From an optimization exercise on the open Yosys and OpenROAD flow, aimed at small area; shortcuts taken in it are not production practice. Only simulation tests tie the RTL to the original design; equivalence was not proved. No driver is modelled on the clock port, so clocking that relies on it looks cheaper here than on a real chip. Power is estimated from default activity; no workload was simulated.

## v6
==> flow/design.v <==
module irsony_decoder (
    input  wire        clk,
    input  wire        rst,             
    input  wire        edge_valid,
    input  wire        edge_level,      
    input  wire [31:0] edge_ts,         
    input  wire        op_valid,
    input  wire [35:0] op_word,
    input  wire        line_ok,         
    output reg         resp_valid,
    output wire [49:0] resp,
    output reg         edge_done,
    output reg  [2:0]  edge_outcome
);
    localparam [4:0] GAP = 5'd25;
    reg [4:0]  idx;           
    reg        tiny;
    reg [31:0] half_time;     
    reg [31:0] msg_time;      
    reg        msg_zero;      
    reg [4:0]  err_idx;       
    reg        enabled;
    reg [14:0] rx_begin;      
    reg [9:0]  rx_gap_n;      
    reg        rx_gap_ok;
    reg [11:0] rx_bits;       
    reg        cur_ok;        
    reg [9:0]  cur_gap_n;     
    reg [14:0] cur_len_n;     
    reg [11:0] cur_bits;      
    reg        r_ill, r_del_n, r_err, r_line;
    wire in_gap = idx[4] & idx[3] & idx[0];
    wire odd    = idx[0];             
    wire at0    = (idx == 5'd0);
    wire at24   = idx[4] & idx[3] & ~idx[0];
    wire ev     = edge_valid & enabled;
    wire sel_msg  = in_gap & ~msg_zero;
    wire sel_half = ~in_gap;
    wire [31:0] base = ({32{sel_msg}} & msg_time) | ({32{sel_half}} & half_time);
    wire [31:0] ets_n = ~edge_ts;
    wire [16:0] nd;
    wire [17:0] bc;
    assign bc[0] = 1'b0;
    genvar gi;
    generate for (gi = 0; gi < 17; gi = gi + 1) begin : g_sub
        assign nd[gi]     = base[gi] ^ ets_n[gi] ^ bc[gi];
        assign bc[gi + 1] = (base[gi] & ets_n[gi]) | (bc[gi] & (base[gi] | ets_n[gi]));
    end endgenerate
    wire [16:0] d = ~nd;
    wire [14:0] hx = base[31:17] ^ edge_ts[31:17];
    wire [14:0] ha = base[31:17] & ets_n[31:17];
    wire hz17 = (hx[0] == bc[17]) & (hx[14:1] == ha[13:0]);
    wire hz12 = hz17 & (d[16:12] == 5'd0);
    wire [11:0] dl = d[11:0];
    wire lt300  = hz12 & (dl < 12'd300);
    wire gt900  = ~(hz12 & (dl <= 12'd900));
    wire ge900  = ~(hz12 & (dl < 12'd900));
    wire gt1500 = ~(hz12 & (dl <= 12'd1500));
    wire lt1800 = hz12 & (dl < 12'd1800);
    wire gt3000 = ~(hz12 & (dl <= 12'd3000));
    wire gap_ok = hz17 & (d[16:7] < 10'd587);
    wire level_ok = (edge_level == ~odd);
    reg [2:0] oc;
    always @* begin
        oc = 3'd0;
        if (ev) begin
            if (in_gap) begin
                oc = edge_level ? 3'd0 : 3'd1;
            end else if (!level_ok) begin
                oc = (lt300 & ~tiny) ? 3'd2 : 3'd3;
            end else if (at0) begin
                oc = lt1800 ? 3'd2 : gt3000 ? 3'd3 : 3'd1;
            end else if (odd) begin
                oc = lt300 ? 3'd2 : gt900 ? 3'd3 : 3'd1;
            end else begin
                oc = lt300 ? 3'd2 : gt1500 ? 3'd3 : at24 ? 3'd4 : 3'd1;
            end
        end
    end
    wire o_soft   = (oc == 3'd2);
    wire o_hard   = (oc == 3'd3);
    wire o_commit = (oc == 3'd4);
    wire o_adv    = (oc == 3'd1) | o_commit;
    wire o_begin  = o_adv & in_gap;
    wire o_bit    = o_adv & ~in_gap & ~odd & ~at0;
    wire [11:0] new_bits = {ge900, rx_bits[11:1]};
    wire [14:0] len_n;
    wire [15:0] lc;
    assign lc[0] = 1'b0;
    generate for (gi = 0; gi < 15; gi = gi + 1) begin : g_len
        assign len_n[gi]  = rx_begin[gi] ^ ets_n[gi] ^ lc[gi];
        assign lc[gi + 1] = (rx_begin[gi] & ets_n[gi]) | (lc[gi] & (rx_begin[gi] | ets_n[gi]));
    end endgenerate
    wire cur_ok_e = o_commit ? (rx_gap_ok & (new_bits == cur_bits)) : cur_ok;
    wire [2:0] op = op_word[35:33];
    wire l_zero = (op_word[32:8] == 25'd0);
    wire n_zero = l_zero & (op_word[7:0] == 8'd0);
    wire is_trypop = op_valid && op == 3'd1 && n_zero;
    wire is_init   = op_valid && op == 3'd2 && n_zero;
    wire is_start  = op_valid && op == 3'd3 && l_zero;
    wire is_stop   = op_valid && op == 3'd4 && l_zero;
    wire is_erridx = op_valid && op == 3'd5 && n_zero;
    wire is_legal  = is_trypop | is_init | is_start | is_stop | is_erridx;
    wire clr = rst | is_init;
    always @(posedge clk) begin
        if (clr) begin
            idx  <= GAP;
            tiny <= 1'b0;
        end else if (o_adv) begin
            idx  <= o_begin ? 5'd0 : idx + 5'd1;
            tiny <= 1'b0;
        end else if (o_hard) begin
            idx  <= GAP;
            if (level_ok) tiny <= 1'b0;
        end else if (o_soft) begin
            tiny <= 1'b1;
        end
        if (clr)
            err_idx <= 5'd0;
        else if (o_hard)
            err_idx <= idx;
        if (o_adv)
            half_time <= edge_ts;
        if (o_commit)
            msg_time <= edge_ts;
        if (clr)
            msg_zero <= 1'b1;
        else if (o_commit)
            msg_zero <= 1'b0;
        if (o_begin) begin
            rx_begin  <= edge_ts[14:0];
            rx_gap_n  <= nd[16:7];
            rx_gap_ok <= gap_ok;
        end
        if (o_bit)
            rx_bits <= new_bits;
        if (clr) begin
            cur_ok   <= 1'b0;
            cur_bits <= 12'd0;
        end else begin
            cur_ok <= cur_ok_e & ~is_trypop;
            if (o_commit)
                cur_bits <= new_bits;
        end
        if (o_commit) begin
            cur_gap_n <= rx_gap_n;
            cur_len_n <= len_n;
        end
        if (rst)
            enabled <= 1'b0;
        else if ((is_start | is_stop) & line_ok)
            enabled <= is_start;
        resp_valid   <= op_valid & ~rst;
        r_ill        <= ~is_legal;
        r_del_n      <= ~(is_trypop & cur_ok_e);
        r_err        <= is_erridx;
        r_line       <= (is_start | is_stop) & line_ok;
        edge_done    <= edge_valid & ~rst;
        edge_outcome <= oc;
    end
    wire r_del = ~r_del_n;
    wire [4:0] low5 = ({5{r_del}} & cur_bits[11:7]) | ({5{r_err}} & err_idx);
    assign resp = {r_ill, r_del,
                   6'd0, ~({10{r_del_n}} | cur_gap_n),
                   1'b0, ~({15{r_del_n}} | cur_len_n),
                   1'b0, {7{r_del}} & cur_bits[6:0],
                   3'd0, low5[4:1], low5[0] | r_line};
endmodule
Settings: LEC_CHECK=0, CAP_MARGIN=20, CORE_MARGIN=2, CORE_UTILIZATION=70, SLEW_MARGIN=20; clock period 15.0 ns.
standard.sh (not shown) runs the stock make flow with config.mk's settings and CLKGATE_MAP_FILE= SYNTH_SCRIPT=/design/flow/synth_recipe.tcl, a recipe that flattens the netlist after the stock synthesis.
==> flow/flow/run.sh <==
#!/bin/bash
# The standard layout with two changes:
#  - synthesis maps the logic with an area-oriented ABC script (flow/abc_area.script)
#    and leaves full adders to ABC (ADDER_MAP_FILE empty in flow/extra.mk);
#    everything else in synthesis is the standard script (registers unchanged)
#  - the settings in flow/extra.mk are added to the standard flow's config.mk (port buffers of
#    the smallest buffer cell; clock tree options)
#  - after clock tree synthesis, flow/cts_post.tcl upsizes the clock buffers that drive
#    more than 11 pins
set -euo pipefail
W=$(pwd)
# synthesis script: ORFS synth.tcl with the ABC script replaced
python3 - "$FLOW_HOME/scripts/synth.tcl" "$W/synth_area.tcl" "$W/flow/abc_area.script" <<'PY'
import sys
src, dst, abc = sys.argv[1:4]
t = open(src).read()
anchor = "source $::env(SCRIPTS_DIR)/synth_preamble.tcl"
assert anchor in t
t = t.replace(anchor, anchor + "\nset abc_args [lreplace $abc_args 1 1 " + abc + "]\n", 1)
open(dst, "w").write(t)
PY
sed "s#source \$::env(SCRIPTS_DIR)/synth.tcl#source $W/synth_area.tcl#" synth_recipe.tcl > synth_top.tcl
grep -q "synth_area.tcl" synth_top.tcl
cp config.mk config_own.mk
cat flow/extra.mk >> config_own.mk
echo "export POST_CTS_TCL = $W/flow/cts_post.tcl" >> config_own.mk
sed -e "s#SYNTH_SCRIPT=[^ ]*#SYNTH_SCRIPT=$W/synth_top.tcl#" -e "s#DESIGN_CONFIG=[^ ]*#DESIGN_CONFIG=$W/config_own.mk#" standard.sh > standard_own.sh
grep -q "synth_top.tcl" standard_own.sh
bash standard_own.sh > standard_own.log 2>&1
Other scripts of this flow, unchanged in this note and not shown: flow/flow/abc_area.script, flow/flow/cts_post.tcl, flow/flow/extra.mk
## Diff of input files: v7 against v6
--- a/flow/design.v
+++ b/flow/design.v
@@ -29,10 +29,10 @@
     reg [14:0] cur_len_n;     
     reg [11:0] cur_bits;      
     reg        r_ill, r_del_n, r_err, r_line;
-    wire in_gap = idx[4] & idx[3] & idx[0];
+    wire in_gap = (idx == GAP);
     wire odd    = idx[0];             
     wire at0    = (idx == 5'd0);
-    wire at24   = idx[4] & idx[3] & ~idx[0];
+    wire at24   = (idx == 5'd24);
     wire ev     = edge_valid & enabled;
     wire sel_msg  = in_gap & ~msg_zero;
     wire sel_half = ~in_gap;
--- outcome ---
v7 finished every stage and its layout cleared the timing, DRC and antenna checks. v7 against v6: arithmetic-cell share of the synthesized area counting full adders, half adders and majority gates barely changed, global routing usage on met1 shows an increase of 0.41 points, final hold slack climbed 0.021 ns, die area closely matched the old numbers. The routed wire length was comparable across v7 and v6. Maximum fanout count along the critical path was higher in the run labelled v6. Compared v6 against v7; number of maximum-capacitance violations within noise. On die height, v7 and v6 are neck and neck. Status: total power parity (v6, v7). For v7, the capturing instance or port of the critical path was rx_bits[3]$_DFFE_PP_, unlike v6, where it was idx[4]$_SDFFE_PP1P_. Fraction of layout cells with a size suffix above 1: higher on v6. In v7, number of logic stages on the critical path including buffering is lower than in v6. v7 ended up with a higher final cell count than v6 did. On final setup slack of the worst path: between v7 and v6, it ends up higher for v6.

afterwards: timing with drivers on the ports:
The results above use ideal ports. As a check the final layouts listed here were re-extracted and re-timed, cells and wires unchanged.
Step 1 assumes that a clkbuf_16 drives the clock port and a buf_2 every other input.
Step 2 adds t to the input delays and takes it off the output delays; t is the mean of the earliest and latest rising clock arrival at the registers after step 1. Input paths then give back, and output paths get back, about the clock's delay inside the block.
Slacks: no drivers / after step 1 / after step 2; pairs: no drivers / after step 1.
run | t (ns) | slack for setup (ns) | worst hold slack (ns) | slew at the worst register clock pin (ns) | worst data-port slew with drivers (ns)
v6 | 0.396 | 3.646 / 3.657 / 3.260 | 0.409 / 0.409 / 0.409 | 0.10 / 0.10 | 0.06
v7 | 0.399 | 3.513 / 3.534 / 3.134 | 0.431 / 0.431 / 0.431 | 0.11 / 0.11 | 0.05
After both steps setup and hold are still met in every run listed. For v6, which loses most, drivers alone change the setup slack by +0.011 ns; drivers and shift together by -0.386 ns.
